Context: an optimization exercise on an open-source flow, tuned for small area. The choices shown serve that exercise and are no tape-out recipe.
Function was checked by simulation only, so behaviour that the tests miss may differ from the original.

==> 02-26 <==
Design colmux_scan, start of the top module:
module colmux_scan(clk_scan, rst_scan_n, row_i, wave_i, ack_t_i, ser_o, srclk_o, rclk_o, sstat_o, req_t_o, bundle_o);
  input clk_scan;
  wire clk_scan;
  input rst_scan_n;
  wire rst_scan_n;
  input [4:0] row_i;
  wire [4:0] row_i;
  input [2:0] wave_i;
  wire [2:0] wave_i;
  input ack_t_i;
  wire ack_t_i;
  output ser_o;
  reg ser_o;
  output srclk_o;
  reg srclk_o;
  output rclk_o;
  reg rclk_o;
  output [15:0] sstat_o;
  wire [15:0] sstat_o;
  output req_t_o;
  reg req_t_o;
  output [43:0] bundle_o;
  wire [43:0] bundle_o;
  wire _0_;
  wire _100_;
  wire _101_;
  wire _102_;
  wire _103_;
  wire _104_;
  wire _105_;
  wire _106_;
  wire _107_;
  wire _108_;
  wire _109_;
  wire _10_;
  wire _110_;
  wire _111_;
  wire _112_;
  wire _113_;
  wire _114_;
  wire _115_;
  wire _116_;
  wire _117_;
  wire _118_;
  wire _119_;
  wire _11_;
  wire _120_;
  wire _121_;
  wire _122_;
  wire _123_;
  wire _124_;
  wire _125_;
  wire _126_;
  wire _127_;
  wire _128_;
  wire _129_;
  wire _12_;
  wire _130_;
  wire _131_;
  wire _132_;
  wire _133_;
  wire _134_;
  wire _135_;
  wire _136_;
  wire _137_;
  wire _138_;
  wire _139_;
  wire _13_;
  wire _140_;
  wire _141_;
  wire _142_;
  wire _143_;
  wire _144_;
  wire _145_;
  wire _146_;
  wire _147_;
  wire _148_;
  wire _149_;
  wire _14_;
  wire _150_;
  wire _151_;
  wire _152_;
  wire _153_;
  wire _154_;
  wire _155_;
  wire _156_;
  wire _157_;
  wire _158_;
  wire _159_;
  wire _15_;
  wire _160_;
  wire _161_;
  wire _162_;
  wire _163_;
  wire _164_;
  wire _165_;
  wire _166_;
  wire _167_;
  wire _168_;
  wire _169_;
  wire _16_;
  wire _170_;
  wire _171_;
  wire _172_;
  wire _173_;
  wire _174_;
  wire _175_;
  wire _176_;
  wire _177_;
  wire _178_;
  wire _179_;
  wire _17_;
  wire _180_;
  wire _181_;
  wire _182_;
  wire _183_;
  wire _184_;
  wire _185_;
  wire _186_;
  wire _187_;
  wire _188_;
  wire _189_;
  wire _18_;
  wire _190_;
  wire _191_;
  wire _192_;
  wire _193_;
  wire _194_;
  ...
export LEC_CHECK = 0
export ABC_AREA = 1
export CAP_MARGIN = 20
export CORE_MARGIN = 2
export CORE_UTILIZATION = 65
export SLEW_MARGIN = 20
create_clock -name core_clock -period 10.0 [get_ports {clk_scan}]
standard.sh (not shown) runs the stock make flow with config.mk's settings and CLKGATE_MAP_FILE= SYNTH_SCRIPT=/design/flow/synth_recipe.tcl, a recipe that flattens the netlist after the stock synthesis.
==> flow/flow/run.sh <==
#!/bin/bash
# Standard layout, with four changes:
# - synthesis is the standard flow's own, but extract_fa is skipped and ABC maps with an
#   area-oriented script
#   (flow/synth.tcl, flow/abc_amap.script);
# - every combinational cell starts from its smallest drive after floorplan
#   (flow/downsize.tcl; repair_design later upsizes or buffers where needed);
# - a leaner clock tree (clkbuf_4 clusters of at most 10 sinks, no dummy loads);
# - the smallest buffer on each port.
# Logs: flow.log here and ORFS's own logs under orfs/logs/.
set -euo pipefail
bash standard.sh \
  "SYNTH_SCRIPT=$PWD/flow/synth.tcl" \
  "POST_FLOORPLAN_TCL=$PWD/flow/downsize.tcl" \
  "CTS_ARGS=-sink_clustering_enable -repair_clock_nets -sink_clustering_size 30 -sink_clustering_max_diameter 80 -buf_list sky130_fd_sc_hd__clkbuf_16 -dont_use_dummy_load" \
  "BUFFER_PORTS_ARGS=-buffer_cell sky130_fd_sc_hd__buf_1" \
  finish > flow.log 2>&1
==> flow/flow/abc_amap.script <==
strash
dch -f
amap
topo
==> flow/flow/downsize.tcl <==
# Run after floorplan (POST_FLOORPLAN_TCL): give every combinational cell the
# smallest drive strength of its family. Timing has ample slack at this
# period; placement's repair_design then restores drive wherever slew,
# capacitance or fanout call for it. Registers and clock cells are left alone.
set db [ord::get_db]
set block [ord::get_db_block]
set dont_use $::env(DONT_USE_CELLS)
set swapped 0
set saved 0
foreach inst [$block getInsts] {
  set master [$inst getMaster]
  set name [$master getName]
  if {![regexp {^(sky130_fd_sc_hd__[a-z0-9]+?)_([0-9]+)$} $name -> base drive]} { continue }
  if {[regexp {__(df|edf|sdf|dl|tap|fill|decap|conb|clk|lpflow|probe)} $base]} { continue }
  set best $master
  set best_area [expr {[$master getWidth] * [$master getHeight]}]
  foreach d {0 1 2 3 4 6 8 12 16} {
    set cand_name ${base}_$d
    if {[lsearch -exact $dont_use $cand_name] >= 0} { continue }
    set cand [$db findMaster $cand_name]
    if {$cand eq "NULL"} { continue }
    set a [expr {[$cand getWidth] * [$cand getHeight]}]
    if {$a < $best_area} {
      set best $cand
      set best_area $a
    }
  }
  if {$best ne $master} {
    set saved [expr {$saved + [$master getWidth] * [$master getHeight] - $best_area}]
    $inst swapMaster $best
    incr swapped
  }
}
puts "downsize: $swapped cells swapped to their smallest drive, [expr {$saved / 1e6}] um2 saved"
==> flow/flow/synth.tcl <==
# The standard synthesis (synth_recipe.tcl in the work folder, run
# unchanged), except for the combinational mapping: Yosys's extract_fa (which
# pulls XOR/AND pairs out as half/full adder cells before ABC sees them) is
# skipped, and ABC maps with an area-oriented script (abc_amap.script beside
# this file) instead of ORFS's abc_area/abc_speed script. Registers are
# mapped before ABC runs, so their names and cell types are those of the
# standard synthesis.
set flow_dir [file dirname [file normalize [info script]]]
set ::amap_script [file join $flow_dir abc_amap.script]
proc abc {args} {
  set i [lsearch -exact $args -script]
  if {$i >= 0 && [regexp {abc_(area|speed)\.script$} [lindex $args [expr {$i + 1}]]]} {
    lset args [expr {$i + 1}] $::amap_script
    puts "flow/synth.tcl: ABC script replaced by $::amap_script"
  }
  yosys abc {*}$args
}
proc extract_fa {args} {
  puts "flow/synth.tcl: extract_fa skipped"
}
source [file join [file dirname $flow_dir] synth_recipe.tcl]
==> inputs of 03-20, as changes to 02-26 <==
==> flow/flow/run.sh (replaced) <==
#!/bin/bash
# Standard layout, with four changes:
# - synthesis is the standard flow's own, but ABC maps with an area-oriented script
#   (flow/synth.tcl, flow/abc_amap.script);
# - every combinational cell starts from its smallest drive after floorplan
#   (flow/downsize.tcl; repair_design later upsizes or buffers where needed);
# - a leaner clock tree (clkbuf_4 clusters of at most 10 sinks, no dummy loads);
# - the smallest buffer on each port.
# Logs: flow.log here and ORFS's own logs under orfs/logs/.
set -euo pipefail
bash standard.sh \
  "SYNTH_SCRIPT=$PWD/flow/synth.tcl" \
  "POST_FLOORPLAN_TCL=$PWD/flow/downsize.tcl" \
  "CTS_ARGS=-sink_clustering_enable -repair_clock_nets -sink_clustering_size 10 -sink_clustering_max_diameter 50 -buf_list {sky130_fd_sc_hd__clkbuf_4 sky130_fd_sc_hd__clkbuf_8} -dont_use_dummy_load" \
  "BUFFER_PORTS_ARGS=-buffer_cell sky130_fd_sc_hd__buf_1" \
  finish > flow.log 2>&1
==> flow/flow/synth.tcl (replaced) <==
# The standard synthesis (synth_recipe.tcl in the work folder, run
# unchanged), except that ABC maps the combinational logic with an
# area-oriented script (abc_amap.script beside this file) instead of ORFS's
# abc_area/abc_speed script. Registers are mapped before ABC runs, so their
# names and cell types are those of the standard synthesis.
set flow_dir [file dirname [file normalize [info script]]]
set ::amap_script [file join $flow_dir abc_amap.script]
proc abc {args} {
  set i [lsearch -exact $args -script]
  if {$i >= 0 && [regexp {abc_(area|speed)\.script$} [lindex $args [expr {$i + 1}]]]} {
    lset args [expr {$i + 1}] $::amap_script
    puts "flow/synth.tcl: ABC script replaced by $::amap_script"
  }
  yosys abc {*}$args
}
source [file join [file dirname $flow_dir] synth_recipe.tcl]
--- a/flow/config.mk
+++ b/flow/config.mk
@@ -9,4 +9,4 @@
 export CAP_MARGIN = 20
 export CORE_MARGIN = 2
-export CORE_UTILIZATION = 65
+export CORE_UTILIZATION = 40
 export SLEW_MARGIN = 20
==> inputs of 01-12, as changes to 02-26 <==
==> flow/flow/run.sh (replaced) <==
#!/bin/bash
# Standard layout, with a leaner clock tree (larger sink clusters, no dummy
# loads) and the smallest buffer on each port. Logs: flow.log and orfs/logs/.
set -euo pipefail
bash standard.sh \
  "CTS_ARGS=-sink_clustering_enable -repair_clock_nets -sink_clustering_size 10 -sink_clustering_max_diameter 50 -buf_list sky130_fd_sc_hd__clkbuf_4 -dont_use_dummy_load" \
  "BUFFER_PORTS_ARGS=-buffer_cell sky130_fd_sc_hd__buf_1" \
  finish > flow.log 2>&1
--- a/flow/config.mk
+++ b/flow/config.mk
@@ -9,4 +9,4 @@
 export CAP_MARGIN = 20
 export CORE_MARGIN = 2
-export CORE_UTILIZATION = 65
+export CORE_UTILIZATION = 40
 export SLEW_MARGIN = 20
removed: flow/flow/abc_amap.script
removed: flow/flow/downsize.tcl
removed: flow/flow/synth.tcl
==> inputs of 12-18, as changes to 02-26 <==
==> flow/flow/run.sh (replaced) <==
#!/bin/bash
# Standard layout, with four changes:
# - synthesis is the standard flow's own, but extract_fa is skipped and ABC maps with an
#   area-oriented script
#   (flow/synth.tcl, flow/abc_amap.script);
# - every combinational cell starts from its smallest drive after floorplan
#   (flow/downsize.tcl; repair_design later upsizes or buffers where needed);
# - a leaner clock tree (clkbuf_4 clusters of at most 10 sinks within 80 um,
#   no dummy loads);
# - the smallest buffer on each port.
# Logs: flow.log here and ORFS's own logs under orfs/logs/.
set -euo pipefail
bash standard.sh \
  "SYNTH_SCRIPT=$PWD/flow/synth.tcl" \
  "POST_FLOORPLAN_TCL=$PWD/flow/downsize.tcl" \
  "CTS_ARGS=-sink_clustering_enable -repair_clock_nets -sink_clustering_size 10 -sink_clustering_max_diameter 80 -buf_list sky130_fd_sc_hd__clkbuf_4 -dont_use_dummy_load" \
  "BUFFER_PORTS_ARGS=-buffer_cell sky130_fd_sc_hd__buf_1" \
  finish > flow.log 2>&1
==> flow/flow/abc_amap.script (replaced) <==
strash
dch -f
amap
mfs3 -ae
topo
--- a/flow/config.mk
+++ b/flow/config.mk
@@ -9,4 +9,4 @@
 export CAP_MARGIN = 20
 export CORE_MARGIN = 2
-export CORE_UTILIZATION = 65
+export CORE_UTILIZATION = 80
 export SLEW_MARGIN = 20
==> comparison <==
In 02-26 the clock-buffer cell count is lower than in 03-20, by 16.
Of 03-20 and 12-18, 03-20 has the higher register-to-register slack (gap 960 ps).
Design area: 12-18 < 02-26 < 03-20 < 01-12.
The highest global-route usage belongs to 12-18, the lowest to 01-12.
Against 12-18, the via count of 01-12 is smaller by 4.4%.

-- afterwards: timing with drivers on the ports --
The results above use ideal ports. As a check the final layouts listed here were re-extracted and re-timed, cells and wires unchanged. Step 1 sets driving cells, clkbuf_16 on the clock port and buf_2 on the other inputs (assumed; they add their load-dependent delay and slew). Step 2 times the ports against the registers' clock, not the clock port: input delays grow and output delays shrink by t, the midpoint of the rising clock arrivals with the driver on. Three values: ideal, step 1, step 2; two values: the first two.
run	t, ns	setup WS [ns]	worst setup path at the end	latest minus earliest clock arrival (ns)	pins driven straight from the clock port
02-26	0.485	4.072 / 4.031 / 4.516	register to output	0.060 / 0.060	1
03-20	0.551	3.878 / 3.841 / 4.392	register to output	0.046 / 0.045	1
01-12	0.632	5.160 / 5.127 / 5.759	register to output	0.050 / 0.050	1
12-18	0.615	3.847 / 3.812 / 4.426	register to output	0.065 / 0.065	1
After both steps setup and hold are still met in every run listed.
